Context: an optimization exercise on an open-source flow, tuned for small area, a short achievable clock period and few clock cycles. The choices shown serve that exercise and are no tape-out recipe.
The RTL was checked by simulation tests, not by an equivalence proof against the original design.
No activity file was given, so power comes from the tool's default toggle rates.

Setup of the previous run:
## inv16_core
module inv16_core (
    input  wire         clk,
    input  wire         rst,           
    input  wire         start,         
    input  wire [15:0]  nsteps,        
    output wire         busy,
    input  wire         hw_we,
    input  wire [4:0]   hw_sel,        
    input  wire [15:0]  hw_data,
    output wire [255:0] regs,          
    output wire [15:0]  pc_o,
    output wire         dir_o,         
    output wire [1:0]   err_o,
    output wire         halted_o,
    output wire         brk_o,         
    output reg          mem_req,
    output reg          mem_we,
    output reg  [15:0]  mem_addr,
    output wire [15:0]  mem_wdata,     
    input  wire         mem_ack,
    input  wire [15:0]  mem_rdata      
);
    localparam S_IDLE  = 4'd0;
    localparam S_FETCH = 4'd1;    
    localparam S_EXEC  = 4'd2;    
    localparam S_SRMW  = 4'd3;    
    localparam S_DIV   = 4'd4;    
    localparam S_MUL   = 4'd5;    
    localparam S_SRR   = 4'd6;    
    localparam S_DRAIN = 4'd7;    
    localparam S_DIVA  = 4'd8;    
    localparam S_UNDO  = 4'd9;    
    localparam S_TWIN  = 4'd10;   
    localparam OP_ADD = 4'h0, OP_SUB = 4'h1, OP_ROR = 4'h2, OP_ROL = 4'h3;
  ...
Settings: LEC_CHECK=0, CAP_MARGIN=30, CORE_MARGIN=2, CORE_UTILIZATION=45, SLEW_MARGIN=30, TNS_END_PERCENT=10; clock period 11.0 ns.
standard.sh (not shown) runs the stock make flow with config.mk's settings and CLKGATE_MAP_FILE= SYNTH_SCRIPT=/design/flow/synth_recipe.tcl, a recipe that flattens the netlist after the stock synthesis.
==> flow/flow/run.sh <==
#!/bin/bash
set -euo pipefail
export BUFFER_PORTS_ARGS="-buffer_cell sky130_fd_sc_hd__buf_1"
export SETUP_SLACK_MARGIN=6
bash standard.sh > standard.log 2>&1
The previous run completed end to end with timing, DRC and antenna clean.
Testbench counts of the previous run, summed over its fixed seeds: cycles 122,403.
For the current run, these inputs were changed with respect to the previous run:
-- flow/flow/run.sh --
<<< the previous run, line 4
export SETUP_SLACK_MARGIN=6
>>> the current run, line 4
export SETUP_SLACK_MARGIN=6.5
Notes after the runs:
The current run — net switching power figure 35 µW lower, the previous run as reference. Going from the previous run to the current run, number of buffers outside the clock class in the layout grew by 65, logic depth of the worst path, buffers included now smaller. The previous run -> the current run: internal power decreased by a few percent. Power for the current run: about 2% down relative to the previous run.

========
Starting RTL as in the previous note.
==> flow/config.mk <==
export PLATFORM = sky130hd
export DESIGN_NAME = inv16_core
export DESIGN_NICKNAME = inv16_core
export VERILOG_FILES = /design/flow/design.v
export SDC_FILE = /design/flow/constraint.sdc
export NUM_CORES = 4
export LEC_CHECK = 0
export CAP_MARGIN = 30
export CORE_MARGIN = 2
export CORE_UTILIZATION = 50
export SLEW_MARGIN = 30
export TNS_END_PERCENT = 10
==> flow/constraint.sdc <==
create_clock -name core_clock -period 11.0 [get_ports {clk}]
set_input_delay 2.2000 -clock core_clock [delete_from_list [all_inputs] [get_ports {clk}]]
set_output_delay 2.2000 -clock core_clock [all_outputs]
set_load 0.01 [all_outputs]
==> flow/flow/run.sh <==
#!/bin/bash
set -euo pipefail
export BUFFER_PORTS_ARGS="-buffer_cell sky130_fd_sc_hd__buf_1"
export SETUP_SLACK_MARGIN=6.5
bash standard.sh > standard.log 2>&1
The first run passed the timing, DRC and antenna checks.
Testbench counts at the start, summed over its fixed seeds: cycles 122,403.
Rerun with:
--- a/flow/config.mk
+++ b/flow/config.mk
@@ -10 +10 @@
-export CORE_UTILIZATION = 50
+export CORE_UTILIZATION = 45
@@ -12 +12 @@
-export TNS_END_PERCENT = 10
+export TNS_END_PERCENT = 25
Result:
- global-route usage decreases by 6.8 points
- sequential share of layout area falls by 0.35 points
- register-to-register slack improves by 190 ps
- worst setup slack improved by 45 ps
- area after synthesis stays the same
- design area goes up by 1.1%
- combinational power grows by about 2%
- sequential power barely changes

========
Setup of middle:
inv16_core, a different RTL version from the one above (not shown whole).
For scale: roughly 3600 cells after synthesis, ~430 flip-flops, about 370 I/O pins, about 34000 µm² of cells after synthesis.
// inv16_core
module inv16_core (
    input  wire         clk,
    input  wire         rst,           
    input  wire         start,         
    input  wire [15:0]  nsteps,        
    output wire         busy,
    input  wire         hw_we,
    input  wire [4:0]   hw_sel,        
    input  wire [15:0]  hw_data,
    output wire [255:0] regs,          
    output wire [15:0]  pc_o,
    output wire         dir_o,         
    output wire [1:0]   err_o,
    output wire         halted_o,
    output wire         brk_o,         
    output reg          mem_req,
    output reg          mem_we,
    output reg  [15:0]  mem_addr,
    output wire [15:0]  mem_wdata,     
    input  wire         mem_ack,
    input  wire [15:0]  mem_rdata      
);
clock: 11.0 ns
lec_check: 0
cap_margin: 30
core_margin: 2
core_utilization: 45
slew_margin: 30
tns_end_percent: 10
==> flow/flow/run.sh <==
#!/bin/bash
set -euo pipefail
export BUFFER_PORTS_ARGS="-buffer_cell sky130_fd_sc_hd__buf_1"
export SETUP_SLACK_MARGIN=6
bash standard.sh > standard.log 2>&1
Testbench counts of middle, summed over its fixed seeds: cycles 118,883.
Here is what was changed in the inputs of west compared with middle.
Settings: SLEW_MARGIN changed from 30 to 20; CORE_UTILIZATION changed from 45 to 40; TNS_END_PERCENT changed from 10 to 5; CAP_MARGIN changed from 30 to 20.
## What came out
No stage failed in west, and the final checks on the layout all came back clean. The average vias per placed instance in west sits 2.5% below the value recorded for middle. Critical path endpoint = mem_addr[14]: middle; critical path endpoint = mem_addr[7]: west. Compared to middle, the router laid down less metal wire for west. Sequential share of layout area came out higher on west than on middle. Worst setup slack: west vs middle up 0.076 ns. There was hardly any difference in share of the final layout cell area in multi-input gates between middle and west. Compared with middle, in west growth of design area from synthesis to finish shrank by 0.65 points; die area climbed about 12%. The slowest cell on the critical path comes out sky130_fd_sc_hd__edfxtp_1 in one run and sky130_fd_sc_hd__or4_4 in the other, namely in west and middle respectively.

[afterwards: timing with drivers on the ports]
How much do the figures lean on ideal ports? The routed layouts below were timed once more, with nothing changed but the port constraints. Step 1: set_driving_cell puts a clkbuf_16 on clk and a buf_2 on each other input, an assumption about the parent block. Step 2 also shifts input and output timing later by t, the mid clock arrival at the registers, as if the neighbouring blocks saw the same clock. Three values: ideal ports, drivers, drivers and shift; two values: the first two.
| run | shift t [ns] | setup slack, ns | worst setup path at the end | worst data-port slew with drivers (ns) | pins driven straight from the clock port |
|---|---|---|---|---|---|
| the previous run | 0.689 | 5.765 / 5.698 / 5.638 | input to register | 0.10 | 1 |
| the current run | 0.702 | 5.938 / 5.867 / 5.718 | input to register | 0.09 | 1 |
| the first run of note 2 | 0.693 | 5.967 / 5.898 / 5.382 | input to register | 0.07 | 1 |
| the second run of note 2 | 0.697 | 6.013 / 5.941 / 5.662 | input to register | 0.10 | 1 |
| middle | 0.708 | 5.115 / 5.044 / 4.965 | input to register | 0.13 | 1 |
| west | 0.690 | 5.191 / 5.117 / 4.987 | input to register | 0.09 | 1 |
After both steps every run listed still meets setup and hold. The setup slack of the first run of note 2, which loses most, moves by -0.069 ns with the drivers and by -0.585 ns with both steps.
